This is an optimization exercise on Yosys and OpenROAD, whose aim is small area, a short achievable clock period and few clock cycles, not a production implementation. Only simulation tests tie the RTL to the original design; equivalence was not proved. Power figures rest on the tool's default switching activity, not on a simulated workload.

<file path="flow/flow/run.sh">
#!/bin/bash
# Layout flow: the standard flow (standard.sh) with these changes:
#  - ABC maps the logic with flow/abc_map.script (fewer delay-driven
#    restructuring rounds, more area recovery) instead of ORFS's
#    abc_speed.script; the rest of synthesis is ORFS's (synth_recipe.tcl), so
#    the registers are the standard synthesis's;
#  - flow/fa_polarity.py then removes inverters around full adders in the
#    synthesized netlist (it rewires, never changes a register);
#  - the port buffers ORFS inserts at placement are sky130_fd_sc_hd__buf_2;
#  - clock tree synthesis builds the tree from sky130_fd_sc_hd__clkbuf_8
#    cells, with sink clusters of at most 12 registers within 60 um, and
#    inserts no dummy loads.
# Runs in the work folder; each tool's full output goes to a log file here.
set -eo pipefail
rm -rf scripts
cp -r "$FLOW_HOME/scripts" scripts
cp flow/abc_map.script scripts/abc_speed.script
export SCRIPTS_DIR="$PWD/scripts"
export BUFFER_PORTS_ARGS="-buffer_cell sky130_fd_sc_hd__buf_2"
export CTS_ARGS="-sink_clustering_enable -repair_clock_nets -dont_use_dummy_load -sink_clustering_size 12 -sink_clustering_max_diameter 60 -buf_list sky130_fd_sc_hd__clkbuf_8"
R="$PWD/orfs/results/$FLOW_PLATFORM/sdrb/base"
bash standard.sh "$R/1_2_yosys.v" > synth.log 2>&1
cp "$R/1_2_yosys.v" yosys_netlist_before_fa_polarity.v
python3 flow/fa_polarity.py yosys_netlist_before_fa_polarity.v "$R/1_2_yosys.v" > fa_polarity.log 2>&1
bash standard.sh > standard.log 2>&1
</file>
<file path="flow/flow/abc_map.script">
&get -n
&st
&synch2
&dch -f
&nf -D 20000
&st
&dch -f
&nf -D 20000
&put
buffer -c
topo
stime -c
upsize -c
dnsize -c
</file>
<file path="flow/flow/fa_polarity.py">
#!/usr/bin/env python3
"""Remove inverters around full adders in a flat Yosys gate netlist.

A full adder is self-dual: fa(~a, ~b, ~c) = (~cout, ~sum). Yosys's extract_fa
often leaves a full adder with inverted inputs or outputs, each through an
inverter cell. This pass flips such adders (the cell itself is unchanged; its
inputs and outputs are rewired through or past inverters) whenever that
removes more inverters than it adds, then removes inverter pairs. Registers and
every other cell are untouched, so the netlist keeps its function.

usage: fa_polarity.py IN.v OUT.v
"""
import re
import sys
from collections import defaultdict

FA_RE = re.compile(r'sky130_fd_sc_hd__fa_\d+$')
INV_RE = re.compile(r'sky130_fd_sc_hd__(clk)?inv_\d+$')
INV_CELL = 'sky130_fd_sc_hd__inv_1'
OUT_PINS = {'X', 'Y', 'Q', 'Q_N', 'SUM', 'COUT', 'HI', 'LO'}


def parse(text):
    m = re.search(r'\bmodule\b.*?;', text, re.S)
    head_end = m.end()
    body = text[head_end:]
    cells = {}
    order = []
    decls = []
    pos = 0
    cell_re = re.compile(r'\s*(sky130_fd_sc_hd__\w+)\s+(\S+)\s*\((.*?)\);', re.S)
    pin_re = re.compile(r'\.(\w+)\(\s*(.*?)\s*\)\s*(?:,|$)', re.S)
    for stmt in re.finditer(r'[^;]*;', body):
        s = stmt.group(0)
        cm = cell_re.match(s)
        if cm:
            typ, name, pins = cm.groups()
            pd = {}
            for pm in pin_re.finditer(pins.strip()):
                pd[pm.group(1)] = pm.group(2)
            cells[name] = [typ, pd]
            order.append(name)
        else:
            decls.append(s)
    return text[:head_end], decls, cells, order


def build(cells):
    drv = {}
    loads = defaultdict(list)
    for name, (typ, pins) in cells.items():
        for p, n in pins.items():
            if p in OUT_PINS:
                drv[n] = (name, p)
            else:
                loads[n].append((name, p))
    return drv, loads


def optimise(cells, ports):
    new_id = [0]
    new_wires = []

    def fresh_net():
        new_id[0] += 1
        n = '_fap_%d_' % new_id[0]
        new_wires.append(n)
        return n

    def fresh_cell():
        new_id[0] += 1
        return '_fapc_%d_' % new_id[0]

    removed = 0
    added = 0
    changed = True
    rounds = 0
    while changed and rounds < 20:
        changed = False
        rounds += 1
        drv, loads = build(cells)
        inv_of = defaultdict(list)          # net -> inverters driven by it
        for name, (typ, pins) in cells.items():
            if INV_RE.match(typ):
                inv_of[pins['A']].append(name)
        touched = set()
        for name in list(cells):
            if name not in cells or name in touched:
                continue
            typ, pins = cells[name]
            if not FA_RE.match(typ):
                continue
            gain = 0
            in_plan = []
            ok = True
            for p in ('A', 'B', 'CIN'):
                n = pins[p]
                d = drv.get(n)
                if d and INV_RE.match(cells[d[0]][0]) and d[0] not in touched:
                    src = cells[d[0]][1]['A']
                    if len(loads[n]) == 1 and n not in ports:
                        in_plan.append((p, 'bypass_rm', d[0], src))
                        gain += 1
                    else:
                        in_plan.append((p, 'bypass', d[0], src))
                else:
                    invs = [i for i in inv_of.get(n, []) if i not in touched]
                    if invs:
                        in_plan.append((p, 'use', invs[0], cells[invs[0]][1]['Y']))
                    else:
                        in_plan.append((p, 'new', None, n))
                        gain -= 1
            out_plan = []
            for p in ('SUM', 'COUT'):
                n = pins[p]
                ls = loads.get(n, [])
                invs = [c for c, cp in ls if INV_RE.match(cells[c][0]) and c not in touched]
                others = [(c, cp) for c, cp in ls if not (INV_RE.match(cells[c][0]) and c not in touched)]
                if n in ports:
                    ok = False
                    break
                if not ls:
                    out_plan.append((p, 'none', [], []))
                elif not others:
                    out_plan.append((p, 'rm_all', invs, []))
                    gain += len(invs)
                elif invs:
                    out_plan.append((p, 'keep_one', invs, others))
                    gain += len(invs) - 1
                else:
                    out_plan.append((p, 'new', [], others))
                    gain -= 1
            if not ok or gain <= 0:
                continue
            # apply the flip
            for p, kind, inv, net in in_plan:
                if kind == 'bypass_rm':
                    pins[p] = net
                    del cells[inv]
                    removed += 1
                    touched.add(inv)
                elif kind in ('bypass', 'use'):
                    pins[p] = net
                    touched.add(inv)
                else:   # new inverter: FA input takes ~n
                    m = fresh_net()
                    c = fresh_cell()
                    cells[c] = [INV_CELL, {'A': net, 'Y': m}]
                    touched.add(c)
                    pins[p] = m
                    added += 1
            for p, kind, invs, others in out_plan:
                n = pins[p]              # now carries the inverted value
                if kind == 'rm_all':
                    for i in invs:
                        y = cells[i][1]['Y']
                        for c2, p2 in loads.get(y, []):
                            if c2 in cells:
                                cells[c2][1][p2] = n
                        if y in ports:
                            raise RuntimeError('inverter drives a port')
                        del cells[i]
                        removed += 1
                        touched.add(i)
                elif kind == 'keep_one':
                    keep = invs[0]
                    ky = cells[keep][1]['Y']
                    # loads that wanted ~old (the inverters' loads) now read n
                    for i in invs:
                        y = cells[i][1]['Y']
                        for c2, p2 in loads.get(y, []):
                            if c2 in cells:
                                cells[c2][1][p2] = n
                        if i != keep:
                            del cells[i]
                            removed += 1
                        touched.add(i)
                    # loads that wanted old read the kept inverter (its output
                    # is old again)
                    for c2, p2 in others:
                        cells[c2][1][p2] = ky
                elif kind == 'new':
                    m = fresh_net()
                    c = fresh_cell()
                    cells[c] = [INV_CELL, {'A': n, 'Y': m}]
                    touched.add(c)
                    for c2, p2 in others:
                        cells[c2][1][p2] = m
                    added += 1
            touched.add(name)
            changed = True
            # the maps are stale now: rebuild them for the next adder
            drv, loads = build(cells)
            inv_of = defaultdict(list)
            for n2, (t2, p2) in cells.items():
                if INV_RE.match(t2):
                    inv_of[p2['A']].append(n2)
    # inverter pairs: inv(inv(x)) with a single-load middle net
    drv, loads = build(cells)
    for name in list(cells):
        if name not in cells:
            continue
        typ, pins = cells[name]
        if not INV_RE.match(typ):
            continue
        d = drv.get(pins['A'])
        if not d or d[0] not in cells or not INV_RE.match(cells[d[0]][0]):
            continue
        mid = pins['A']
        if len(loads[mid]) != 1 or mid in ports or pins['Y'] in ports:
            continue
        x = cells[d[0]][1]['A']
        y = pins['Y']
        for c2, p2 in loads.get(y, []):
            if c2 in cells:
                cells[c2][1][p2] = x
        del cells[name]
        del cells[d[0]]
        removed += 2
        drv, loads = build(cells)
    return removed, added, new_wires


def main():
    text = open(sys.argv[1]).read()
    head, decls, cells, order = parse(text)
    ports = set()
    for s in decls:
        m = re.match(r'\s*(input|output)\s+(\[(\d+):(\d+)\]\s*)?(\S+)\s*;', s)
        if m:
            if m.group(2):
                hi, lo = int(m.group(3)), int(m.group(4))
                for i in range(min(hi, lo), max(hi, lo) + 1):
                    ports.add('%s[%d]' % (m.group(5), i))
            ports.add(m.group(5))
    removed, added, new_wires = optimise(cells, ports)
    out = [head, '\n']
    for s in decls:
        if s.strip() == 'endmodule' or s.strip().startswith('endmodule'):
            continue
        out.append(s)
    for w in new_wires:
        out.append('\n  wire %s;' % w)
    for name in order + [n for n in cells if n not in order]:
        if name not in cells:
            continue
        typ, pins = cells[name]
        # (an escaped identifier ends at white space)
        pl = ',\n'.join('    .%s(%s%s)' % (p, n, ' ' if n.startswith('\\') else '')
                        for p, n in pins.items())
        out.append('\n  %s %s (\n%s\n  );' % (typ, name, pl))
    out.append('\nendmodule\n')
    open(sys.argv[2], 'w').write(''.join(out))
    sys.stderr.write('fa_polarity: removed %d inverters, added %d\n' % (removed, added))


if __name__ == '__main__':
    main()
</file>
<file path="flow/standard.sh">
#!/bin/bash
# synth_recipe.tcl (not shown) runs the flow's synth.tcl, then flattens the netlist and writes it again
# the make line also repeats each setting of config.mk as NAME=value (left out here)
make -C /OpenROAD-flow-scripts/flow DESIGN_CONFIG=/design/flow/config.mk WORK_HOME=/design/flow/orfs CLKGATE_MAP_FILE= SYNTH_SCRIPT=/design/flow/synth_recipe.tcl "${@:-finish}"
</file>
<file path="flow/config.mk">
export PLATFORM = sky130hd
export DESIGN_NAME = sdrb
export DESIGN_NICKNAME = sdrb
export VERILOG_FILES = /design/flow/design.v
export SDC_FILE = /design/flow/constraint.sdc
export NUM_CORES = 8
export LEC_CHECK = 0
export CAP_MARGIN = 20
export CORE_MARGIN = 2
export CORE_UTILIZATION = 40
export SLEW_MARGIN = 20
</file>
<file path="flow/constraint.sdc">
create_clock -name core_clock -period 60.0 [get_ports {clk}]
set_input_delay 12.0000 -clock core_clock [delete_from_list [all_inputs] [get_ports {clk}]]
set_output_delay 12.0000 -clock core_clock [all_outputs]
set_load 0.01 [all_outputs]
</file>
<file path="flow/design.v">
module sdrb_fround (
    input  wire              sign,
    input  wire [47:0]       p,
    input  wire signed [9:0] be,
    output wire [31:0]       z
);
    wire        hi   = p[47];
    wire        sub1 = (be <= 10'sd0);           
    wire        sub0 = (be <= 10'sd1);           
    wire        ovf1 = (be >= 10'sd255);
    wire        ovf0 = (be >= 10'sd256);
    wire [9:0]  shw  = 10'd1 - be;
    wire [4:0]  sh   = !sub0 ? 5'd0 : (shw[9:5] != 5'd0) ? 5'd31 : shw[4:0];
    wire [7:0]  e1   = be[7:0];
    wire [7:0]  e0   = be[7:0] - 8'd1;
    wire [47:0] smask = ~({48{1'b1}} << ({1'b0, sh} + 6'd23));
    wire [24:0] vs   = p[47:23] >> sh;
    wire        ss   = |(p & smask);
    reg  [22:0] f;
    reg  [7:0]  e;
    reg         g, s;
    always @* begin
        if (hi ? sub1 : sub0) begin
            f = vs[23:1]; g = vs[0]; s = ss; e = 8'd0;
        end else if (hi) begin
            f = p[46:24]; g = p[23]; s = |p[22:0]; e = e1;
        end else begin
            f = p[45:23]; g = p[22]; s = |p[21:0]; e = e0;
        end
    end
    wire        rnd = g & (s | f[0]);
    wire [30:0] r   = {e, f} + {30'd0, rnd};
    assign z = (hi ? ovf1 : ovf0) ? {sign, 8'hFF, 23'd0} : {sign, r};
endmodule
module sdrb_fmul (
    input  wire [31:0] a,
    input  wire [31:0] b,
    output reg  [31:0] z
);
    wire        sz   = a[31] ^ b[31];
    wire        a_e0 = (a[30:23] == 8'h00), b_e0 = (b[30:23] == 8'h00);
    wire        a_e1 = (a[30:23] == 8'hFF), b_e1 = (b[30:23] == 8'hFF);
    wire        a_fz = (a[22:0] == 23'd0),  b_fz = (b[22:0] == 23'd0);
    wire        a_zero = a_e0 & a_fz, b_zero = b_e0 & b_fz;
    wire [23:0] ms = a_e0 ? {1'b0, a[22:0]} : {~b_e0, b[22:0]};
    wire [23:0] mo = a_e0 ? {~b_e0, b[22:0]} : {1'b1, a[22:0]};
    function [4:0] clz23;
        input [22:0] f;
        integer k;
        begin
            clz23 = 5'd23;
            for (k = 0; k <= 22; k = k + 1) if (f[k]) clz23 = 5'd23 - k[4:0];
        end
    endfunction
    wire [4:0]  lz_a = clz23(a[22:0]);
    wire [4:0]  lz_b = b_e0 ? clz23(b[22:0]) : 5'd0;
    wire [4:0]  lz   = a_e0 ? lz_a : lz_b;
    wire [23:0] mn   = ms << lz;
    wire [47:0] p  = mn * mo;
    wire signed [9:0] be = $signed({2'b00, a[30:24], a[23] | a_e0})
                         + $signed({2'b00, b[30:24], b[23] | b_e0})
                         - $signed({5'd0, lz}) - 10'sd126;
    wire [31:0] rz;
    sdrb_fround u_rnd (.sign(sz), .p(p), .be(be), .z(rz));
    always @* begin
        if ((a_e1 & ~a_fz) | (b_e1 & ~b_fz) | (a_e1 & b_zero) | (b_e1 & a_zero))
            z = 32'h7FC00000;
        else if (a_e1 | b_e1)
            z = {sz, 8'hFF, 23'd0};
        else if (a_zero | b_zero)
            z = {sz, 31'd0};
        else
            z = rz;
    end
endmodule
module sdrb_fmul2 (
    input  wire        clk,
    input  wire        hi,
    input  wire [31:0] a,
    input  wire [31:0] b,
    output reg  [31:0] z
);
    wire        b_e0 = (b[30:23] == 8'h00);
    reg  [4:0]  lz;
    reg  [23:0] mn;
    always @* begin
        mn = {~b_e0, b[22:0]};
        lz = 5'd0;
        if (mn[23:8] == 16'd0) begin mn = mn << 16; lz = lz + 5'd16; end
        if (mn[23:16] == 8'd0) begin mn = mn << 8;  lz = lz + 5'd8;  end
        if (mn[23:20] == 4'd0) begin mn = mn << 4;  lz = lz + 5'd4;  end
        if (mn[23:22] == 2'd0) begin mn = mn << 2;  lz = lz + 5'd2;  end
        if (mn[23] == 1'b0)    begin mn = mn << 1;  lz = lz + 5'd1;  end
    end
    reg  [35:0] pl;                    
    reg  [11:0] bh;                    
    reg  signed [9:0] be;
    reg  [1:0]  kind;                  
    reg         sz;
    wire [23:0] ma  = {1'b1, a[22:0]};
    wire [11:0] mul = hi ? bh : mn[11:0];
    wire [35:0] add = hi ? {12'd0, pl[35:12]} : 36'd0;
    wire [35:0] q   = ma * mul + add;
    always @(posedge clk) begin
        pl <= q;
        bh <= mn[23:12];
        sz <= a[31] ^ b[31];
        be <= $signed({2'b00, a[30:23]})
            + $signed({2'b00, b[30:24], b[23] | b_e0})
            - $signed({5'd0, lz}) - 10'sd126;
        if (((a[30:23] == 8'hFF) & (a[22:0] != 0)) | ((b[30:23] == 8'hFF) & (b[22:0] != 0)) |
            ((a[30:23] == 8'hFF) & (b[30:0] == 0)) | ((b[30:23] == 8'hFF) & (a[30:0] == 0)))
            kind <= 2'd1;
        else if ((a[30:23] == 8'hFF) | (b[30:23] == 8'hFF))
            kind <= 2'd2;
        else if ((a[30:0] == 0) | (b[30:0] == 0))
            kind <= 2'd3;
        else
            kind <= 2'd0;
    end
    wire [31:0] rz;
    sdrb_fround u_rnd (.sign(sz), .p({q, pl[11:0]}), .be(be), .z(rz));
    always @* begin
        case (kind)
            2'd1:    z = 32'h7FC00000;
            2'd2:    z = {sz, 8'hFF, 23'd0};
            2'd3:    z = {sz, 31'd0};
            default: z = rz;
        endcase
    end
endmodule
module sdrb_fadd (
    input  wire [31:0] a,
    input  wire [31:0] b,
    output reg  [31:0] z
);
    wire a_e1 = (a[30:23] == 8'hFF), b_e1 = (b[30:23] == 8'hFF);
    wire a_fz = (a[22:0] == 23'd0),  b_fz = (b[22:0] == 23'd0);
    wire a_zero = (a[30:0] == 31'd0), b_zero = (b[30:0] == 31'd0);
    wire an = (a[30:23] != 8'h00), bn = (b[30:23] != 8'h00);
    wire [7:0] ea = {a[30:24], a[23] | ~an};
    wire [7:0] eb = {b[30:24], b[23] | ~bn};
    wire        swap = b[30:0] > a[30:0];
    wire [8:0]  dab  = {1'b0, ea} - {1'b0, eb};
    wire [8:0]  dba  = {1'b0, eb} - {1'b0, ea};
    wire [7:0]  d    = swap ? dba[7:0] : dab[7:0];
    wire [7:0]  ex   = swap ? eb : ea;
    wire        sx   = swap ? b[31] : a[31];
    wire [26:0] mx   = swap ? {bn, b[22:0], 3'b000} : {an, a[22:0], 3'b000};
    wire [26:0] my   = swap ? {an, a[22:0], 3'b000} : {bn, b[22:0], 3'b000};
    wire [4:0]  ds   = (d[7:5] != 3'd0) ? 5'd31 : d[4:0];
    wire [26:0] mys  = my >> ds;
    wire        stk  = |(my & ~({27{1'b1}} << ds));
    wire [26:0] myj  = {mys[26:1], mys[0] | stk};
    wire        sub = a[31] ^ b[31];
    wire [27:0] sum = sub ? ({1'b0, mx} - {1'b0, myj}) : ({1'b0, mx} + {1'b0, myj});
    reg  [4:0]  lz;
    integer k;
    always @* begin
        lz = 5'd27;
        for (k = 0; k <= 26; k = k + 1) if (sum[k]) lz = 5'd26 - k[4:0];
    end
    wire [7:0]  exm1 = ex - 8'd1;
    wire        lim  = {3'd0, lz} > exm1;
    wire [4:0]  ls   = lim ? exm1[4:0] : lz;
    wire [26:0] n    = sum[26:0] << ls;
    wire [7:0]  en   = lim ? 8'd0 : (ex - {3'd0, lz});
    wire [23:0] m   = sum[27] ? sum[27:4] : n[26:3];
    wire        g   = sum[27] ? sum[3] : n[2];
    wire        st  = sum[27] ? (|sum[2:0]) : (|n[1:0]);
    wire [7:0]  e   = sum[27] ? ex + 8'd1 : en;
    wire        rnd = g & (st | m[0]);
    wire [30:0] r   = {e, m[22:0]} + {30'd0, rnd};
    always @* begin
        if ((a_e1 & ~a_fz) | (b_e1 & ~b_fz) | (a_e1 & b_e1 & (a[31] ^ b[31])))
            z = 32'h7FC00000;
        else if (a_e1)
            z = a;
        else if (b_e1)
            z = b;
        else if (a_zero & b_zero)
            z = {a[31] & b[31], 31'd0};
        else if (sum == 28'd0)
            z = 32'h00000000;
        else if (sum[27] & (ex == 8'hFE))
            z = {sx, 8'hFF, 23'd0};
        else
            z = {sx, r};
    end
endmodule
module sdrb (
    input  wire        clk,
    input  wire        rst_n,
    input  wire        cmd_valid,
    output wire        cmd_ready,
    input  wire [31:0] cmd_word,
    input  wire [31:0] cmd_arg0,
    input  wire [31:0] cmd_arg1,
    output wire        rsp_valid,
    input  wire        rsp_ready,
    output wire [31:0] rsp_data,
    output wire        rsp_err
);
    localparam [31:0] HALF  = 32'h3F000000;
    localparam [31:0] ONE   = 32'h3F800000;
    localparam [31:0] HW_ID = 32'h53440100;
    localparam [7:0] OP_NOP     = 8'h00, OP_INIT    = 8'h01,
                     OP_WRITE   = 8'h10, OP_READ    = 8'h11, OP_SETRP  = 8'h12,
                     OP_RBRESET = 8'h13, OP_RESIZE  = 8'h14, OP_GETCAP = 8'h15,
                     OP_SETCAPF = 8'h16, OP_STEP    = 8'h17, OP_GETWC  = 8'h18,
                     OP_GETRC   = 8'h19, OP_DERESET = 8'h20, OP_SETDLY = 8'h21,
                     OP_SETFB   = 8'h22, OP_SETMIX  = 8'h23, OP_MIXSTEP = 8'h24,
                     OP_PROCESS = 8'h25, OP_BLKWR   = 8'h30, OP_BLKRD  = 8'h31,
                     OP_REGRD   = 8'h40, OP_STATCLR = 8'h41;
    localparam [2:0] S_IDLE = 3'd0, S_EXEC = 3'd1, S_HOLD = 3'd2, S_B = 3'd3,
                     S_C    = 3'd4, S_D    = 3'd5, S_SER  = 3'd6;
    localparam [2:0] P_MOD = 3'd0, P_MUL = 3'd1, P_DIV = 3'd2, P_DLY = 3'd3,
                     P_FIN = 3'd4, P_FINB = 3'd5;
    reg  [2:0]  state;
    reg         rst_q;                   
    reg         rdy_q;                   
    reg         is_step_q;               
    reg  [7:0]  opc;
    reg         cc;                      
    reg  [3:0]  idx;                     
    reg  [31:0] a0_q, a1_q;
    reg         legal, ch0, ch1, blk_ok, is_ring, is_blk;
    reg         two_ch;                  
    reg  [24:0] capacity;
    reg  [4:0]  alloc;
    reg  [4:0]  wc0, wc1;                
    reg  [23:0] rc0, rc1;                
    reg  [31:0] feedback, mix, omix;     
    reg  [23:0] dsamp;
    reg  [3:0]  st_warn;
    reg  [2:0]  st_err;
    reg  [31:0] err_cmd;                 
    reg  [31:0] store [0:31];            
    reg  [31:0] sv;                      
    reg  [31:0] blk [0:15];              
    reg  [15:0] bv;                      
    reg  [31:0] rsp_q;
    reg         rsp_err_q;
    reg         eng_on, eng_ph;          
    reg         ta_v, ta_c, ta_inv;
    reg  [2:0]  ta_i;
    reg         tc_v, tc_c, tc_inv;
    reg  [2:0]  tc_i;
    reg         td_v, td_c;
    reg  [2:0]  td_i;
    reg  [3:0]  eng_n0, eng_n1;          
    reg         eng_inv1;                
    reg         omix_job;                
    reg  [1:0]  pre;
    reg  [4:0]  pre_rc1, pre_rc2;        
    reg  [4:0]  pre_wc1;                 
    reg         rd_c;                    
    reg         rd_0;                    
    reg         fg_wr;                   
    reg  [31:0] x_q, y_q, m1_q, t3_q;
    reg  [2:0]  sp;
    reg  [35:0] acc;
    reg         ovf;                     
    reg         clamp_q;                 
    reg         fin_c;                   
    reg  [9:0]  rem;
    reg  [7:0]  cnt;
    assign cmd_ready = rst_n && rdy_q;
    wire [7:0]  opc_i  = cmd_word[31:24];
    wire [7:0]  chf_i  = cmd_word[23:16];
    wire [15:0] idx_i  = cmd_word[15:0];
    wire        ch0_i  = (chf_i == 8'd0);
    wire        idx0_i = (idx_i == 16'd0);
    reg         legal_i;
    always @* begin
        case (opc_i)
            OP_NOP, OP_INIT, OP_RBRESET, OP_RESIZE, OP_GETCAP, OP_SETCAPF,
            OP_DERESET, OP_SETDLY, OP_SETFB, OP_SETMIX, OP_PROCESS, OP_STATCLR:
                legal_i = ch0_i && idx0_i;
            OP_WRITE, OP_READ, OP_SETRP, OP_STEP, OP_GETWC, OP_GETRC, OP_MIXSTEP:
                legal_i = idx0_i;
            OP_BLKWR, OP_BLKRD:
                legal_i = 1'b1;
            OP_REGRD:
                legal_i = ch0_i && (idx_i <= 16'd12);
            default:
                legal_i = 1'b0;
        endcase
    end
    wire ring_i = (opc_i == OP_INIT)    || (opc_i == OP_WRITE)   || (opc_i == OP_READ)   ||
                  (opc_i == OP_SETRP)   || (opc_i == OP_RBRESET) || (opc_i == OP_RESIZE) ||
                  (opc_i == OP_SETCAPF) || (opc_i == OP_STEP)    || (opc_i == OP_GETWC)  ||
                  (opc_i == OP_GETRC)   || (opc_i == OP_DERESET) || (opc_i == OP_SETDLY) ||
                  (opc_i == OP_SETFB)   || (opc_i == OP_SETMIX)  || (opc_i == OP_MIXSTEP) ||
                  (opc_i == OP_PROCESS);
    wire blk_ok_i = (chf_i[7:1] == 7'd0) && (idx_i[15:3] == 13'd0);
    wire blk_i    = (opc_i == OP_BLKWR) || (opc_i == OP_BLKRD);
    wire ch_valid = ch0 || (two_ch && ch1);
    wire s0_neg   = a0_q[31];
    wire s1_neg   = a1_q[31];
    wire       fr_c = td_v ? td_c : tc_v ? tc_c : ta_c;
    wire [2:0] fr_i = td_v ? td_i : tc_v ? tc_i : ta_i;
    wire pend    = ({cc, idx[2:0]} >= {fr_c, fr_i});
    wire bg_even = eng_on && !eng_ph;
    wire bg_odd  = eng_on && eng_ph;
    wire hazard  = (is_ring && (eng_on || omix_job)) ||
                   (is_blk && eng_on && (pend || (!eng_ph && (opc[0] ? ta_v : td_v))));
    wire [4:0]  wc_c  = cc ? wc1 : wc0;
    wire [23:0] rc_c  = cc ? rc1 : rc0;
    wire        rc_c_bad = (rc_c[23:5] != 19'd0) || (rc_c[4:0] >= alloc);
    wire        wc_c_bad = (wc_c >= alloc);
    wire [3:0]  ns_v = a1_q[3:0];
    wire        proc_arg = s0_neg || (a0_q[30:0] > 31'd2) || s1_neg || (a1_q[30:0] > 31'd8);
    wire        ok0 = (rc0[23:5] == 19'd0) && (rc0[4:0] < alloc) && (wc0 < alloc);
    wire        ok1 = (rc1[23:5] == 19'd0) && (rc1[4:0] < alloc) && (wc1 < alloc);
    wire        grow = (capacity > {20'd0, alloc});
    wire [4:0]  mx0 = (rc0[4:0] > wc0) ? rc0[4:0] : wc0;
    wire [4:0]  mx1 = (rc1[4:0] > wc1) ? rc1[4:0] : wc1;
    wire [4:0]  lim0 = !ok0 ? 5'd0 : (grow ? alloc - mx0 : 5'd16);
    wire [4:0]  lim1 = !ok1 ? 5'd0 : (grow ? alloc - mx1 : 5'd16);
    wire        act0 = (a0_q[1:0] != 2'd0) && (ns_v != 4'd0);
    wire        err0 = act0 && (lim0 < {1'b0, ns_v});
    wire        act1 = (a0_q[1:0] == 2'd2) && (ns_v != 4'd0) && !err0;
    wire        err1 = act1 && two_ch && (lim1 < {1'b0, ns_v});
    wire [3:0]  pn0 = !act0 ? 4'd0 : (err0 ? lim0[3:0] : ns_v);
    wire [3:0]  pn1 = !act1 ? 4'd0 : (err1 ? lim1[3:0] : ns_v);
    reg [31:0] clamp_v;
    reg        clamp_out;
    always @* begin
        if (a0_q[30:23] == 8'hFF && a0_q[22:0] != 0) begin
            clamp_v = ONE;  clamp_out = 1'b1;
        end else if (a0_q[31] && a0_q[30:0] != 0) begin
            clamp_v = 32'd0; clamp_out = 1'b1;
        end else if (a0_q[30:0] == 0) begin
            clamp_v = 32'd0; clamp_out = 1'b0;
        end else if (a0_q[30:0] > ONE[30:0]) begin
            clamp_v = ONE;  clamp_out = 1'b1;
        end else begin
            clamp_v = a0_q; clamp_out = 1'b0;
        end
    end
    wire [7:0]  lag_e   = a0_q[30:23];
    wire        lag_bad = (a0_q == 32'h7F800000);
    wire        lag_int = !(lag_e == 8'hFF) && !a0_q[31] && (lag_e >= 8'd127);
    wire        ex_go    = (state == S_EXEC) && !hazard;
    wire        ex_proc  = ex_go && legal && (opc == OP_PROCESS);
    wire        ex_fg    = ex_go && legal && (opc == OP_STEP || opc == OP_MIXSTEP);
    wire        st_B     = (state == S_B);
    wire        st_C     = (state == S_C);
    wire        st_D     = (state == S_D);
    wire        idle_s   = (state == S_IDLE);
    wire        port_op  = opc == OP_WRITE || opc == OP_READ || opc == OP_STEP ||
                           opc == OP_MIXSTEP || opc == OP_PROCESS;
    wire        harmless = !port_op &&
                           (!legal || ex_e || opc == OP_NOP || opc == OP_GETCAP ||
                            opc == OP_GETWC || opc == OP_GETRC || opc == OP_REGRD ||
                            opc == OP_STATCLR || opc == OP_BLKRD ||
                            (opc == OP_BLKWR && (cc || idx[2:1] != 2'd0)));
    wire        pre_run  = rst_q && !eng_on && !omix_job &&
                           (idle_s || state == S_HOLD || (state == S_EXEC && harmless));
    wire        pre_a0   = pre_run && idle_s && pre == 2'd0;
    wire        pre_b0   = pre_run && pre == 2'd1;
    wire        pre_a1   = pre_run && pre[1];
    wire        proc_in  = idle_s && cmd_valid && rdy_q && opc_i == OP_PROCESS;
    wire        go_proc  = ex_proc && !proc_arg && pn0 != 4'd0;
    wire        go_pre   = go_proc && pre == 2'd3 && pn0 != 4'd1;
    wire        go_plain = go_proc && !go_pre;
    wire        a_c      = eng_on ? ta_c : cc;
    wire [4:0]  wc_a     = a_c ? wc1 : wc0;
    wire [23:0] rc_a     = a_c ? rc1 : rc0;
    wire        doB      = (bg_odd && ta_v) || st_B || go_pre;
    wire        doC      = (bg_odd && tc_v) || st_C || go_pre;
    wire        doD      = (bg_even && td_v) || st_D;
    wire        m2_hi    = bg_odd || st_C || go_pre;
    wire        do_om    = omix_job;
    reg  [3:0]  bsel;
    always @* begin
        if (bg_even && ta_v)     bsel = {ta_c, ta_i};
        else if (idle_s && pre[1]) bsel = 4'd1;         
        else                     bsel = {cc, idx[2:0]};
    end
    wire [15:0] b_hot = bv & (16'd1 << bsel);
    reg  [31:0] blk_rd;
    integer kb;
    always @* begin
        blk_rd = 32'd0;
        for (kb = 0; kb < 16; kb = kb + 1) blk_rd = blk_rd | (blk[kb] & {32{b_hot[kb]}});
    end
    wire [3:0]  rd0_a  = (pre[1] && !rd_0) ? pre_rc1 : rc0[3:0];
    wire [15:0] s_hot0 = sv[15:0]  & (16'd1 << rd0_a);
    wire [15:0] s_hot1 = sv[31:16] & (16'd1 << rc1[3:0]);
    reg  [31:0] st_rd0, st_rd1;
    integer ks;
    always @* begin
        st_rd0 = 32'd0;
        st_rd1 = 32'd0;
        for (ks = 0; ks < 16; ks = ks + 1) begin
            st_rd0 = st_rd0 | (store[ks]      & {32{s_hot0[ks]}});
            st_rd1 = st_rd1 | (store[16 + ks] & {32{s_hot1[ks]}});
        end
    end
    wire [31:0] st_rd = (eng_on ? ta_c : rd_c) ? st_rd1 : st_rd0;
    wire        fin      = (state == S_SER);
    wire        st_job   = bg_even && tc_v && !tc_inv;      
    wire        wc_use   = st_job || fg_wr || (state == S_EXEC && opc == OP_WRITE && !eng_on);
    wire [4:0]  adv_p    = fin ? (fin_c ? wc1 : wc0) :
                           st_job ? (tc_c ? wc1 : wc0) :
                           wc_use ? wc_c :
                           pre_b0 ? wc0 :
                           pre_a1 ? pre_rc1 :
                           bg_odd ? (ta_c ? rc1[4:0] : rc0[4:0]) : rc_a[4:0];
    wire [4:0]  adv_x    = adv_p + {4'd0, !fin || clamp_q};
    reg  [4:0]  adv;
    always @* begin
        adv = adv_x;
        if (capacity[24:5] == 20'd0) begin
            if (capacity[4:0] == 5'd1) adv = 5'd0;
            else begin
                if (capacity[4:0] <= 5'd2 && adv >= {capacity[1:0], 3'b000})
                    adv = adv - {capacity[1:0], 3'b000};
                if (capacity[4:0] <= 5'd4 && adv >= {capacity[2:0], 2'b00})
                    adv = adv - {capacity[2:0], 2'b00};
                if (capacity[4:0] <= 5'd8 && adv >= {capacity[3:0], 1'b0})
                    adv = adv - {capacity[3:0], 1'b0};
                if (adv >= capacity[4:0]) adv = adv - capacity[4:0];
            end
        end
    end
    wire [31:0] m1_a = doC ? mix : (is_step_q && !eng_on) ? a1_q : feedback;
    wire        fwd  = (bg_even && ta_v && tc_v && !tc_inv && ta_c == tc_c &&
                        (ta_c ? rc1[3:0] == wc1[3:0] : rc0[3:0] == wc0[3:0])) ||
                       (pre_a1 && pre_rc1 == wc0[3:0]);
    wire [31:0] m1_b = (doC || fwd) ? y_q : st_rd;
    wire [31:0] ad_a = doD ? t3_q : do_om ? ONE : x_q;
    wire [31:0] ad_b = do_om ? {~mix[31], mix[30:0]} : m1_q;
    wire [31:0] m1_z, ad_z, m2_z;
    sdrb_fmul  u_m1 (.a(m1_a), .b(m1_b), .z(m1_z));
    sdrb_fadd  u_ad (.a(ad_a), .b(ad_b), .z(ad_z));
    sdrb_fmul2 u_m2 (.clk(clk), .hi(m2_hi), .a(omix), .b(x_q), .z(m2_z));
    wire        s_bit   = a0_q[31];
    wire [23:0] rc_f    = fin_c ? rc1 : rc0;
    reg  [36:0] as_p, as_q;
    reg         as_inv, as_ci;
    always @* begin
        as_p = 37'd0; as_q = {12'd0, capacity}; as_inv = 1'b1; as_ci = 1'b1;
        case (sp)
            P_MOD:  as_p = {11'd0, acc[24:0], s_bit};
            P_MUL:  begin as_p = {acc, 1'b0}; as_q = s_bit ? {6'd0, a1_q[30:0]} : 37'd0;
                          as_inv = 1'b0; as_ci = 1'b0; end
            P_DLY:  as_p = {1'b0, acc};
            P_FIN:  if (clamp_q) begin as_p = {12'd0, capacity}; as_q = 37'd0; as_ci = 1'b0; end
                    else begin as_p = {32'd0, adv}; as_q = {12'd0, acc[24:0]}; end
            default: begin as_p = {13'd0, rc_f}; as_inv = 1'b0; as_ci = 1'b0; end
        endcase
    end
    wire [37:0] as_z    = {1'b0, as_p} + {1'b0, as_inv ? ~as_q : as_q} + {37'd0, as_ci};
    wire        as_ge   = as_z[37];      
    wire [11:0] dv_v    = {rem, acc[35:34]};
    wire [1:0]  dv_q    = (dv_v >= 12'd3000) ? 2'd3 : (dv_v >= 12'd2000) ? 2'd2 :
                          (dv_v >= 12'd1000) ? 2'd1 : 2'd0;
    wire [11:0] dv_r    = dv_v - (dv_q == 2'd3 ? 12'd3000 : dv_q == 2'd2 ? 12'd2000 :
                                  dv_q == 2'd1 ? 12'd1000 : 12'd0);
    wire        mod_skip = acc[24:0] == 25'd0 && a0_q[31:24] == 8'd0 && cnt >= 8'd8;
    wire        mul_skip = acc == 36'd0 && a0_q[31:24] == 8'd0 && cnt >= 8'd8;
    wire        div_skip = rem == 10'd0 && acc[35:28] == 8'd0 && cnt >= 8'd4;
    wire        de_err   = ovf || acc == 36'd0 || acc > 36'd16;
    reg  [31:0] ex_data;
    always @* begin
        ex_data = 32'd0;
        case (opc)
            OP_READ:   ex_data = ch_valid ? st_rd : 32'd0;
            OP_BLKRD:  ex_data = blk_rd;
            OP_GETCAP: ex_data = {7'd0, capacity};
            OP_GETWC:  ex_data = ch_valid ? {27'd0, wc_c} : 32'd0;
            OP_GETRC:  ex_data = ch_valid ? {8'd0, rc_c} : 32'd0;
            OP_REGRD:
                case (idx[3:0])
                    4'd0:  ex_data = {21'd0, st_err, 4'd0, st_warn};
                    4'd1:  ex_data = {7'd0, capacity};
                    4'd2:  ex_data = {27'd0, alloc};
                    4'd3:  ex_data = two_ch ? 32'd2 : 32'd1;
                    4'd4:  ex_data = feedback;
                    4'd5:  ex_data = mix;
                    4'd6:  ex_data = {8'd0, dsamp};
                    4'd7:  ex_data = (st_err != 3'd0) ? err_cmd : 32'd0;
                    4'd8:  ex_data = 32'd0;
                    4'd9:  ex_data = 32'd2;
                    4'd10: ex_data = 32'd16;
                    4'd11: ex_data = 32'd8;
                    default: ex_data = HW_ID;
                endcase
            default: ex_data = 32'd0;
        endcase
    end
    reg  [2:0] ex_err;
    reg        ex_long;                  
    always @* begin
        ex_err  = 3'b000;
        ex_long = 1'b0;
        if (!legal) ex_err = 3'b001;
        else case (opc)
            OP_INIT:    if (s0_neg || a0_q[30:0] == 0 || a0_q[30:0] > 31'd16 ||
                            s1_neg || a1_q[30:0] == 0 || a1_q[30:0] > 31'd2) ex_err = 3'b010;
            OP_RESIZE:  if (s0_neg || a0_q[30:0] == 0 || a0_q[30:0] > 31'd16) ex_err = 3'b010;
            OP_SETCAPF: if (s0_neg || a0_q[30:0] == 0 || a0_q[30:0] > 31'h01000000) ex_err = 3'b010;
            OP_WRITE:   if (ch_valid && wc_c_bad) ex_err = 3'b100;
            OP_READ:    if (ch_valid && rc_c_bad) ex_err = 3'b100;
            OP_STEP, OP_MIXSTEP:
                        if (ch_valid && (rc_c_bad || wc_c_bad)) ex_err = 3'b100;
                        else if (ch_valid || opc == OP_MIXSTEP) ex_long = 1'b1;
            OP_SETRP:   if (ch_valid && lag_bad) ex_err = 3'b010;
                        else if (ch_valid) ex_long = 1'b1;
            OP_DERESET, OP_SETDLY:
                        if (s0_neg || s1_neg) ex_err = 3'b010;
                        else ex_long = 1'b1;
            OP_PROCESS: if (proc_arg) ex_err = 3'b010;
                        else if (err0 || err1) ex_err = 3'b100;
            OP_BLKWR, OP_BLKRD:
                        if (!blk_ok) ex_err = 3'b010;
            default: ;
        endcase
    end
    wire ex_rsp  = ex_go && !ex_long;
    wire ex_e    = (ex_err != 3'b000);
    assign rsp_valid = rst_n && rst_q && (ex_rsp || state == S_HOLD);
    assign rsp_data  = (state == S_HOLD) ? rsp_q : (ex_e ? 32'd0 : ex_data);
    assign rsp_err   = (state == S_HOLD) ? rsp_err_q : ex_e;
    wire doA     = (ex_fg && !ex_e && ch_valid) || go_plain || (bg_even && ta_v && !ta_inv);
    wire doB_y   = (bg_odd && ta_v && !ta_inv) || (st_B && ch_valid) || go_pre;
    wire        nx_last = ({1'b0, ta_i} + 4'd1 == (ta_c ? eng_n1 : eng_n0));
    wire        nx_v    = !(nx_last && (ta_c || eng_n1 == 4'd0));
    wire        nx_c    = nx_last ? 1'b1 : ta_c;
    wire [2:0]  nx_i    = nx_last ? 3'd0 : ta_i + 3'd1;
    wire        st_cmd = (state == S_EXEC) && (opc == OP_WRITE) && !eng_on;
    wire        st_we  = st_job || go_pre || fg_wr ||
                         (ex_go && legal && opc == OP_WRITE && ch_valid && !ex_e);
    wire [31:0] st_wd  = st_cmd ? a0_q : y_q;
    wire        st_ch  = st_job ? tc_c : cc;
    wire [4:0]  st_wc  = st_ch ? wc1 : wc0;
    wire        bl_job = bg_even && td_v;
    wire        bl_we  = bl_job || (ex_go && opc == OP_BLKWR && blk_ok);
    wire [3:0]  bl_a   = bl_job ? {td_c, td_i} : {cc, idx[2:0]};
    wire [31:0] bl_wd  = bl_job ? ad_z : a0_q;
    wire [31:0] st_hot = 32'd1 << {st_ch, st_wc[3:0]};
    wire [15:0] bl_hot = 16'd1 << bl_a;
    wire        st_clr = (ex_go && legal && !ex_e &&
                          (opc == OP_INIT || opc == OP_RBRESET || opc == OP_RESIZE)) ||
                         (state == S_SER && sp == P_DLY && opc == OP_DERESET && !de_err);
    genvar gk;
    generate
        for (gk = 0; gk < 32; gk = gk + 1) begin : g_st
            always @(posedge clk) if (st_we && st_hot[gk]) store[gk] <= st_wd;
        end
        for (gk = 0; gk < 16; gk = gk + 1) begin : g_bl
            always @(posedge clk) if (bl_we && bl_hot[gk]) blk[gk] <= bl_wd;
        end
    endgenerate
    wire        rd_ex  = ex_go && legal && opc == OP_READ && ch_valid && !ex_e;
    wire        wr_ex  = ex_go && legal && opc == OP_WRITE && ch_valid && !ex_e;
    wire        fin_w  = (state == S_SER) && (sp == P_FIN || sp == P_FINB);
    wire        rc_bg  = bg_odd && ta_v && !ta_inv;
    wire        rc_fg  = rd_ex || (ex_fg && !ex_e && ch_valid);
    wire        rc_ch  = rc_bg ? ta_c : cc;
    wire [23:0] rc_fin = (sp == P_FIN && clamp_q) ? {19'd0, adv} : as_z[23:0];
    always @(posedge clk) begin
        if (!rst_q || st_clr) begin
            rc0 <= 24'd0; rc1 <= 24'd0; wc0 <= 5'd0; wc1 <= 5'd0;
        end else begin
            if (((rc_bg || rc_fg) && !rc_ch) || go_pre || (fin_w && !fin_c))
                rc0 <= fin_w ? rc_fin : go_pre ? {19'd0, pre_rc2} : {19'd0, adv};
            if (((rc_bg || rc_fg) && rc_ch) || (fin_w && fin_c))
                rc1 <= fin_w ? rc_fin : {19'd0, adv};
            if (go_pre) wc0 <= pre_wc1;
            else if ((st_job || fg_wr || wr_ex) && !st_ch) wc0 <= adv;
            if ((st_job || fg_wr || wr_ex) && st_ch)  wc1 <= adv;
        end
    end
    always @(posedge clk) begin
        if (!rst_q || st_clr) sv <= 32'd0;
        else if (st_we)       sv <= sv | st_hot;
        if (!rst_q)           bv <= 16'd0;
        else if (bl_we)       bv <= bv | bl_hot;
    end
    wire acc_go   = (state == S_IDLE) && cmd_valid && rdy_q;     
    wire to_idle  = (ex_go && !ex_long && rsp_ready) || (state == S_HOLD && rsp_ready);
    wire rp_start = ex_go && legal && (opc == OP_SETRP) && ch_valid && !ex_e;
    wire dl_start = ex_go && legal && (opc == OP_DERESET || opc == OP_SETDLY) && !ex_e;
    wire ser      = (state == S_SER);
    always @(posedge clk) begin
        if (acc_go) begin
            opc     <= opc_i;
            legal   <= legal_i;
            ch0     <= ch0_i;
            ch1     <= (chf_i == 8'd1);
            blk_ok  <= blk_ok_i;
            is_ring <= legal_i && ring_i;
            is_blk  <= blk_i && blk_ok_i;
            a1_q    <= cmd_arg1;
        end
        if (acc_go && st_err == 3'd0) err_cmd <= cmd_word;
        if (!rst_q || to_idle) begin
            cc <= 1'b0; idx <= 4'd0; is_step_q <= 1'b0; rd_c <= 1'b0; rd_0 <= 1'b0;
        end else if (acc_go) begin
            cc <= chf_i[0]; idx <= idx_i[3:0]; is_step_q <= (opc_i == OP_STEP);
            rd_c <= chf_i[0] && (opc_i == OP_READ || opc_i == OP_STEP || opc_i == OP_MIXSTEP);
            rd_0 <= opc_i == OP_READ || opc_i == OP_STEP || opc_i == OP_MIXSTEP ||
                    opc_i == OP_PROCESS;
        end
    end
    wire x_en = pre_a0 || (pre_a1 && idle_s && proc_in) || (bg_even && ta_v) || ex_fg || go_plain;
    always @(posedge clk) begin
        if (x_en) x_q <= ex_fg ? a0_q : blk_rd;
        if (doB || pre_b0) y_q <= (doB_y || pre_b0) ? ad_z : 32'd0;
    end
    always @(posedge clk) begin
        if (ex_go || st_B || st_D || ser) begin
            rsp_q     <= ex_go ? (ex_e ? 32'd0 : ex_data) : (st_B || st_D) ? ad_z : 32'd0;
            rsp_err_q <= ex_go ? ex_e : (ser && sp == P_DLY && opc == OP_DERESET && de_err);
        end
    end
    wire a0_sh = ser && ((sp == P_MOD && cnt != 8'd0) || sp == P_MUL);
    wire sh8   = (sp == P_MOD) ? mod_skip : mul_skip;
    always @(posedge clk) begin
        if (acc_go || rp_start || dl_start || a0_sh)
            a0_q <= acc_go   ? cmd_arg0 :
                    rp_start ? {1'b1, a0_q[22:0], 8'd0} :
                    dl_start ? {a0_q[30:0], 1'b0} :
                    sh8      ? {a0_q[23:0], 8'd0} : {a0_q[30:0], 1'b0};
        if (rp_start || dl_start)
            acc <= 36'd0;
        else if (ser && sp == P_MOD && cnt != 8'd0 && !mod_skip)
            acc <= {11'd0, as_ge ? as_z[24:0] : {acc[23:0], s_bit}};
        else if (ser && sp == P_MUL && !mul_skip)
            acc <= as_z[35:0];
        else if (ser && sp == P_DIV)
            acc <= div_skip ? {acc[27:0], 8'd0} : {acc[33:0], dv_q};
        if (dl_start) ovf <= 1'b0;
        else if (ser && sp == P_MUL && !mul_skip && as_z[36:35] != 2'd0) ovf <= 1'b1;
        if (rp_start)
            cnt <= lag_int ? lag_e - 8'd126 : 8'd0;
        else if (dl_start)
            cnt <= 8'd31;
        else if (ser && sp == P_MUL && (cnt == 8'd1 || (cnt == 8'd8 && mul_skip)))
            cnt <= 8'd18;
        else if (ser && (sp == P_MUL || (sp == P_MOD && cnt != 8'd0)))
            cnt <= sh8 ? cnt - 8'd8 : cnt - 8'd1;
        else if (ser && sp == P_DIV)
            cnt <= div_skip ? cnt - 8'd4 : cnt - 8'd1;
        if (ser && sp == P_MUL) rem <= 10'd0;
        else if (ser && sp == P_DIV && !div_skip) rem <= dv_r[9:0];
    end
    always @(posedge clk) begin
        m1_q  <= m1_z;
        t3_q  <= m2_z;
        rst_q <= rst_n;
        if (!pre_run || (state == S_EXEC && opc == OP_PROCESS)) pre <= 2'd0;
        else if (pre_a0)               pre <= 2'd1;
        else if (pre_b0)               pre <= 2'd2;
        else if (pre_a1)               pre <= 2'd3;
        if (pre_a0) pre_rc1 <= adv;
        if (pre_b0) pre_wc1 <= adv;
        if (pre_a1) pre_rc2 <= adv;
        fg_wr <= rst_q && st_B && ch_valid;
        rdy_q <= rst_n && rst_q && (state == S_IDLE ? !(cmd_valid && rdy_q) :
                                    state == S_EXEC ? ex_rsp && rsp_ready :
                                    state == S_HOLD && rsp_ready);
        if (!rst_q) begin
            state    <= S_IDLE;
            two_ch   <= 1'b1;
            capacity <= 25'd16;
            alloc    <= 5'd16;
            feedback <= HALF;
            mix      <= ONE;
            omix     <= 32'd0;
            dsamp    <= 24'd0;
            st_warn  <= 4'd0;
            st_err   <= 3'd0;
            eng_on   <= 1'b0;
            omix_job <= 1'b0;
        end else begin
            if (do_om) begin
                omix     <= ad_z;
                omix_job <= 1'b0;
            end
            if (bg_even) begin
                td_v   <= 1'b0;
                eng_ph <= 1'b1;
                if (!ta_v && !tc_v) eng_on <= 1'b0;
            end
            if (bg_odd) begin
                td_v <= tc_v; td_c <= tc_c; td_i <= tc_i;
                tc_v <= ta_v; tc_c <= ta_c; tc_i <= ta_i; tc_inv <= ta_inv;
                ta_v <= ta_v && nx_v;
                ta_c <= nx_c; ta_i <= nx_i;
                ta_inv <= nx_c && eng_inv1;
                eng_ph <= 1'b0;
                if (!ta_v && !tc_v) eng_on <= 1'b0;
            end
            case (state)
            S_IDLE: begin
                if (acc_go) state <= S_EXEC;
            end
            S_EXEC: if (!hazard) begin
                if (!ex_long) state <= rsp_ready ? S_IDLE : S_HOLD;
                st_err <= st_err | ex_err;
                if (!legal) begin
                end else case (opc)
                OP_INIT: if (!ex_e) begin
                    two_ch   <= a1_q[1];
                    alloc    <= a0_q[4:0];
                    capacity <= {20'd0, a0_q[4:0]};
                    feedback <= HALF;
                    mix      <= ONE;
                    omix     <= 32'd0;
                    omix_job <= 1'b0;
                    dsamp    <= 24'd0;
                end
                OP_WRITE: begin
                    if (!ch_valid) st_warn[0] <= 1'b1;
                end
                OP_READ: begin
                    if (!ch_valid) st_warn[0] <= 1'b1;
                end
                OP_SETRP: begin
                    if (!ch_valid) st_warn[0] <= 1'b1;
                    else if (!ex_e) begin
                        clamp_q <= 1'b0;
                        fin_c   <= cc;
                        sp      <= P_MOD;
                        state   <= S_SER;
                    end
                end
                OP_RESIZE: if (!ex_e) begin
                    alloc    <= a0_q[4:0];
                    capacity <= {20'd0, a0_q[4:0]};
                end
                OP_SETCAPF: if (!ex_e) capacity <= a0_q[24:0];
                OP_STEP, OP_MIXSTEP: begin
                    if (!ch_valid) st_warn[0] <= 1'b1;
                    if (ex_long) state <= S_B;
                end
                OP_GETWC, OP_GETRC: if (!ch_valid) st_warn[0] <= 1'b1;
                OP_DERESET, OP_SETDLY: if (!ex_e) begin
                    clamp_q <= 1'b0;
                    fin_c   <= 1'b0;
                    sp      <= P_MUL;
                    state   <= S_SER;
                end
                OP_SETFB: begin
                    feedback <= clamp_v;
                    if (clamp_out) st_warn[1] <= 1'b1;
                end
                OP_SETMIX: begin
                    mix <= clamp_v;
                    omix_job <= 1'b1;
                    if (clamp_out) st_warn[2] <= 1'b1;
                end
                OP_PROCESS: if (!proc_arg) begin
                    if (act1 && !two_ch) st_warn[0] <= 1'b1;
                    if (pn0 != 4'd0) begin
                        eng_on   <= 1'b1;
                        td_v     <= 1'b0;
                        eng_n0   <= pn0;
                        eng_n1   <= pn1;
                        eng_inv1 <= !two_ch;
                        if (go_pre) begin
                            eng_ph <= 1'b0;
                            td_v   <= 1'b1;
                            td_c   <= 1'b0;
                            td_i   <= 3'd0;
                            tc_v   <= 1'b1;
                            tc_c   <= 1'b0;
                            tc_i   <= 3'd1;
                            tc_inv <= 1'b0;
                            ta_v   <= (pn0 != 4'd2) || (pn1 != 4'd0);
                            ta_c   <= (pn0 == 4'd2);
                            ta_i   <= (pn0 == 4'd2) ? 3'd0 : 3'd2;
                            ta_inv <= (pn0 == 4'd2) && !two_ch;
                        end else begin
                            eng_ph <= 1'b1;
                            ta_v   <= 1'b1;
                            ta_c   <= 1'b0;
                            ta_i   <= 3'd0;
                            ta_inv <= 1'b0;
                            tc_v   <= 1'b0;
                        end
                    end
                end
                OP_BLKWR: if (blk_ok) begin
                end
                OP_STATCLR: st_warn <= 4'd0;
                default: ;
                endcase
            end
            S_B: state <= (opc == OP_STEP) ? S_HOLD : S_C;
            S_C: state <= S_D;
            S_D: state <= S_HOLD;
            S_SER: begin
                case (sp)
                P_MOD: if (cnt == 8'd0) sp <= P_FIN;
                P_MUL: if (cnt == 8'd1 || (cnt == 8'd8 && mul_skip)) sp <= P_DIV;
                P_DIV: if (cnt == 8'd1 || (cnt == 8'd4 && div_skip)) sp <= P_DLY;
                P_DLY: begin
                    if (opc == OP_DERESET) begin
                        if (de_err) begin
                            st_err[1] <= 1'b1;
                            state     <= S_HOLD;
                        end else begin
                            dsamp    <= {19'd0, acc[4:0]};
                            alloc    <= acc[4:0];
                            capacity <= {20'd0, acc[4:0]};
                            state     <= S_HOLD;
                        end
                    end else begin
                        if (ovf || as_ge) begin
                            st_warn[3] <= 1'b1;
                            clamp_q    <= 1'b1;
                        end else begin
                            dsamp <= acc[23:0];
                        end
                        sp <= P_FIN;
                    end
                end
                P_FIN, P_FINB: begin
                    if (sp == P_FIN && clamp_q) dsamp <= as_z[23:0];
                    if (sp == P_FIN && !clamp_q && !as_ge) sp <= P_FINB;
                    else if (opc == OP_SETDLY && !fin_c && two_ch) begin
                        fin_c <= 1'b1;
                        sp    <= P_FIN;
                    end else state <= S_HOLD;
                end
                default: ;
                endcase
            end
            S_HOLD: if (rsp_ready) state <= S_IDLE;
            default: state <= S_IDLE;
            endcase
        end
    end
endmodule
</file>
==> results.py, run 1 <==
metrics = {
    "power_and_ir_drop": {
        "max-vdd-ir-drop_uv": 151,
        "power_mw": 8.92,
        "p_per_area_nw_per_um2": 59.7,
        "p_leak_nw": 55.4,
    },
    "cts": {
        "cts_tree": "built",
        "cts_made_buffers": 234,
        "cts_root_buf": "clkbuf_8",
        "hold_buffers": 0,
        "path_clk_slew_ps": 70,
        "htree_num_levels": 4,
        "cts_buffer_depth": 4,
        "cts_setup_buffers": 0,
        "cts_resized": 0,
        "clkLatencyLatePin_ps": 1170,
        "numClockSinks": 2252,
    },
    "sta": {
        "fin_crit_ps": 24390,
        "finalSetupViolCount": 0,
        "final_max_slew_viol_count": 0,
        "clock_skew_ps": 207,
        "setup-tns-final_ps": 0,
        "clock.fmax_mhz": 41.0,
        "rsz0062_at_grt": "false",
        "hold_viol": 0,
        "relSlewSlack": 0.135,
        "finalCritPeriodShare": 0.406,
        "worst_slew_pin_slew_ps": 1290,
    },
    "yosys": {
        "synth_cells": 13265,
        "synth.avg_cell_area_um2": 10.5,
        "syn_nets": 14635,
        "syn-cell-area_um2": 139000,
        "yosysWarnings": 7,
    },
    "setup_path": {
        "path_class": "in2out",
        "reg2reg_depth": 89,
        "crit_path_end_kind": "output port",
        "r2r-start": "wc0[2]",
        "worst_ep_required_time_ps": 48000,
        "start_kind": "primary input",
        "cp_data_arrival_time_ps": 12390,
        "r2r_end": "m1_q[30]",
        "crit_fanout": 3,
        "rrSetupSlack_ps": 36470,
    },
    "floorplanning": {
        "dieHeight_um": 594,
        "die_w_um": 594,
        "ios": 135,
        "dieArea_um2": 353000,
        "rows": 216,
        "core_area_um2": 346000,
        "start_util": 0.402,
    },
    "detailed_routing": {
        "wl_met3_um": 68900,
        "routed_wl_um": 563000,
        "drtAntennaViolNets": 0,
        "drt_iter0_markers": 17863,
        "routed.top_layer": "met5",
        "routedWlPerCell_um": 31.6,
        "firstDrtPassIters": 13,
        "vias": 113464,
        "met2_wirelength_um": 238000,
        "drc_errors": 0,
        "met1Wirelength_um": 217000,
        "viasPerCell": 6.37,
    },
    "placed_design": {
        "gp_congestion": 1.08,
        "port_buffers": 134,
        "dp_hpwl_um": 394000,
        "placed_cell_area_um2": 146000,
        "placed_cells": 17532,
    },
    "final_layout": {
        "area_growth_syn_to_layout_pct": 7.47,
        "layout-drive-gt1-share": 0.0908,
        "layout.nets": 14562,
        "final_common_cell": "edfxtp_1",
        "finish.utilization": 0.432,
        "final_area_um2": 150000,
        "finalNonFillerCells": 17799,
        "layout_common_cells": "edfxtp_1 (1,798), nand2_1 (1,499), nor2_1 (1,049)",
    },
    "global_route": {
        "grt_pass1_vias": 106414,
        "grt_max_degree": 79,
        "track_usage": 0.310,
        "grt_pass1_wl_um": 792000,
        "grt_remaining_overflow": 0,
        "antenna_found_initial": 52,
    },
    "flow_run": {
        "maxCapViolCount": 0,
    },
    "worst_hold_path": {
        "min_from": "omix[31]",
        "hold_depth": 1,
        "hp-class": "reg2reg",
        "min_to": "u_m2.sz",
    },
    "outcome": {
        "status": "timing/DRC/antenna clean",
    },
}
state kept, by name (all words and copies together) (netlist names), 16 cells and up:
| signal | count |
|---|---|
| a1_q | 32 |
| rsp_q | 32 |
| mix | 32 |
| rc1 | 24 |
| x_q | 32 |
| err_cmd | 32 |
| feedback | 32 |
| sv | 32 |
| rc0 | 24 |
| omix | 32 |
| dsamp | 24 |
| blk | 512 |
| acc | 36 |
| capacity | 25 |
| store | 1024 |
| a0_q | 32 |
| t3_q | 32 |
| bv | 16 |
| y_q | 32 |
| m1_q | 32 |
| u_m2.pl | 36 |
report_power, final:
group          leakage (nW)  switching, mW  internal (mW)  total (mW)
logic                  33.8           4.34           1.77        6.11
registers              19.9          0.114           1.82        1.94
clock network          1.68          0.529          0.343       0.872
total                  55.4           4.98           3.94        8.92
area by class of cell:
cell class                      count  area [µm²]
Antenna cell                       31        77.6
Sequential cell                  2252       63100
Tap cell                         4578        5730
Fill cell                       32926      197000
Multi-Input combinational cell   9468       71100
Inverter                          700        2630
Clock buffer                      234        3220
Timing Repair Buffer              536        3690
worst max path at each step:
| stage | cells past startpoint | slack [ps] | startpoint | endpoint |
|---|---|---|---|---|
| after floorplan | 2 | 35760 | rst_n | rsp_valid |
| after global placement | 4 | 35590 | rst_n | rsp_valid |
| after detailed placement | 4 | 35610 | rst_n | rsp_valid |
| after CTS | 4 | 35610 | rst_n | rsp_valid |
| after global routing | 89 | 34830 | wc0[2] | m1_q[30] |
| final | 4 | 35610 | rst_n | rsp_valid |
layer usage:
layer,global-route usage,vias to the layer above
met5,0.00325,-
met4,0.180,22
met3,0.0814,1296
met2,0.455,7274
met1,0.411,56376
li1,-,48496
per-stage QoR:
| stage | worst slack, ps | hold WS, ps |
|---|---|---|
| 6_report | 35610 | 459 |
| 5_1_grt | 34830 | 476 |
| 4_1_cts | 35610 | 453 |
| 3_5_place_dp | 35610 | 444 |
| 3_3_place_gp | 35590 | 438 |
| 2_1_floorplan | 35760 | 410 |
worst max-delay path, cell delays in order:
cell and delay [ps]:
buf_2 110, nand2_1 80, nor2_1 40, buf_2 160
Testbench counts, summed over its fixed seeds: cycles 14,162.
==> inputs of run 2 (changes only) <==
--- a/flow/flow/run.sh
+++ b/flow/flow/run.sh
@@ -7,9 +7,7 @@
 #  - flow/fa_polarity.py then removes inverters around full adders in the
 #    synthesized netlist (it rewires, never changes a register);
 #  - the port buffers ORFS inserts at placement are sky130_fd_sc_hd__buf_2;
-#  - clock tree synthesis builds the tree from sky130_fd_sc_hd__clkbuf_8
-#    cells, with sink clusters of at most 12 registers within 60 um, and
-#    inserts no dummy loads.
+#  - clock tree synthesis uses larger sink clusters and no dummy loads.
 # Runs in the work folder; each tool's full output goes to a log file here.
 set -eo pipefail
 rm -rf scripts
@@ -17,7 +15,7 @@
 cp flow/abc_map.script scripts/abc_speed.script
 export SCRIPTS_DIR="$PWD/scripts"
 export BUFFER_PORTS_ARGS="-buffer_cell sky130_fd_sc_hd__buf_2"
-export CTS_ARGS="-sink_clustering_enable -repair_clock_nets -dont_use_dummy_load -sink_clustering_size 12 -sink_clustering_max_diameter 60 -buf_list sky130_fd_sc_hd__clkbuf_8"
+export CTS_ARGS="-sink_clustering_enable -repair_clock_nets -dont_use_dummy_load -sink_clustering_size 16 -sink_clustering_max_diameter 50 -buf_list sky130_fd_sc_hd__clkbuf_8"
 R="$PWD/orfs/results/$FLOW_PLATFORM/sdrb/base"
 bash standard.sh "$R/1_2_yosys.v" > synth.log 2>&1
 cp "$R/1_2_yosys.v" yosys_netlist_before_fa_polarity.v
==> run 2 against run 1 <==
- largest power group unchanged
- highest routed layer unchanged
- utilization up 0.11 points
- final cell count up 0.17%
- flip-flop and latch count unchanged
- sequential share of layout area down 0.11 points
- largest cell class unchanged
==> results.py, run 2 <==
metrics = {
    "placed_design": {
        "port_buffers": 134,
        "placed_cell_area_um2": 146000,
        "dp_hpwl_um": 394000,
        "place_ws_ps": 35610,
        "placed_cells": 17532,
        "gp_congestion": 1.08,
    },
    "global_route": {
        "grt_pass1_vias": 106645,
        "grt_remaining_overflow": 0,
        "antenna_found_initial": 48,
        "grt_pass1_wl_um": 792000,
        "grt_max_degree": 79,
        "track_usage": 0.309,
    },
    "sta": {
        "finalSetupViolCount": 0,
        "rsz0062_at_grt": "false",
        "finalCritPeriodShare": 0.406,
        "clock.fmax_mhz": 41.0,
        "hold_viol": 0,
        "worst_slew_pin_slew_ps": 1330,
        "relSlewSlack": 0.108,
        "final_max_slew_viol_count": 0,
        "setup-tns-final_ps": 0,
        "fin_crit_ps": 24380,
        "setup_ws_ps": 35620,
        "clock_skew_ps": 182,
        "hold_ws_ps": 457,
    },
    "yosys": {
        "syn_nets": 14635,
        "synth.avg_cell_area_um2": 10.5,
        "yosysWarnings": 7,
        "synth_cells": 13265,
        "syn-cell-area_um2": 139000,
    },
    "detailed_routing": {
        "drtAntennaViolNets": 0,
        "routed_wl_um": 563000,
        "met1Wirelength_um": 218000,
        "drc_errors": 0,
        "routedWlPerCell_um": 31.6,
        "drt_iter0_markers": 18344,
        "wl_met3_um": 67100,
        "vias": 113785,
        "met2_wirelength_um": 239000,
        "routed.top_layer": "met5",
        "viasPerCell": 6.38,
        "firstDrtPassIters": 10,
    },
    "final_layout": {
        "layout.nets": 14590,
        "reg_top3": "store x1024, blk x512",
        "final_common_cell": "edfxtp_1",
        "finish.utilization": 0.433,
        "finalNonFillerCells": 17829,
        "layout_common_cells": "edfxtp_1 (1,798), nand2_1 (1,499), nor2_1 (1,049)",
        "regMostFlops": "store",
        "num-fill-cells": 32916,
        "final_area_um2": 150000,
        "layout-drive-gt1-share": 0.0928,
        "largest_reg_flops": 1024,
        "area_growth_syn_to_layout_pct": 7.75,
    },
    "worst_hold_path": {
        "min_to": "bv[8]",
        "hold_depth": 1,
        "min_from": "bv[8]",
        "hp-class": "reg2reg",
    },
    "power_and_ir_drop": {
        "max-vdd-ir-drop_uv": 150,
        "power_mw": 8.96,
        "p_per_area_nw_per_um2": 59.8,
        "p_leak_nw": 55.6,
    },
    "cts": {
        "path_clk_slew_ps": 60,
        "htree_num_levels": 5,
        "cts_tree": "built",
        "hold_buffers": 0,
        "cts_resized": 0,
        "cts_made_buffers": 262,
        "cts_root_buf": "clkbuf_8",
        "cts_buffer_depth": 4,
        "cts_setup_buffers": 0,
        "clkLatencyLatePin_ps": 1130,
        "numClockSinks": 2252,
    },
    "setup_path": {
        "cp_slowest_cell": "buf_2",
        "crit_path_max_incr_delay_ps": 160,
        "worst_ep_required_time_ps": 48000,
        "cp_data_arrival_time_ps": 12380,
        "path_class": "in2out",
        "worstPathCellList": "buf_2 -> nand2_1 -> nor2_1 -> buf_2",
        "crit_path_end_kind": "output port",
        "start_kind": "primary input",
        "r2r_end": "m1_q[30]",
        "rrSetupSlack_ps": 36510,
        "crit_fanout": 3,
        "worst_path_most_repeated_cell": "buf_2",
        "reg2reg_depth": 89,
        "r2r-start": "wc0[2]",
    },
    "floorplanning": {
        "start_util": 0.402,
        "die_w_um": 594,
        "rows": 216,
        "dieArea_um2": 353000,
        "ios": 135,
        "dieHeight_um": 594,
        "core_area_um2": 346000,
    },
    "outcome": {
        "status": "timing/DRC/antenna clean",
    },
    "flow_run": {
        "maxCapViolCount": 0,
    },
}
## run 2: critical path, delay by kind of cell
kind,cells,cell delay [ps]
buf+inv,2,270
simple gates,2,120
## run 2: how the worst max path moves through the flow
stage,start,end
after floorplan,rst_n,rsp_valid
after global placement,rst_n,rsp_valid
after detailed placement,rst_n,rsp_valid
after CTS,rst_n,rsp_valid
after global routing,wc0[2],m1_q[30]
final,rst_n,rsp_valid
## run 2: cell type report
type | count | area, µm² | area share
repair buffers | 536 | 3690 | 0.0246
clock buffers | 262 | 3610 | 0.0241
inverters | 700 | 2630 | 0.0175
flip-flops and latches | 2252 | 63100 | 0.421
diodes | 33 | 82.6 | 0.000551
multi-input cells | 9468 | 71100 | 0.474
well taps | 4578 | 5730 | 0.0382
## run 2: report_power, final
part           internal (mW)  switching (mW)
registers               1.82           0.113
logic                   1.77            4.33
clock network          0.387           0.534
total                   3.99            4.97
## run 2: layer usage
metal | up-vias | global-route usage
li1 | 48562 | -
met1 | 56743 | 0.411
met2 | 7120 | 0.457
met3 | 1340 | 0.0794
met4 | 20 | 0.177
met5 | - | 0

-- port drivers added, routing unchanged --
No port has a modelled driver above. Below, the same layouts with a new extraction and two added sets of constraints. Step 1, drivers: a clkbuf_16 drives clk and a buf_2 each remaining input, both assumed. Step 2 adds t to the input delays and takes it off the output delays; t is the mean of the earliest and latest rising clock arrival at the registers after step 1. Input paths then give back, and output paths get back, about the clock's delay inside the block. a / b / c = ideal ports / drivers / drivers and shift; a / b = the first two.
run	shift t [ns]	setup slack, ns	worst setup path at the end	pins driven straight from the clock port
run 1	1.192	35.614 / 35.592 / 35.592	input to output	1
run 2	1.144	35.616 / 35.593 / 35.593	input to output	1
After both steps every run listed still meets setup and hold. For run 2, which loses most, drivers alone change the setup slack by -0.023 ns; drivers and shift together by -0.023 ns.
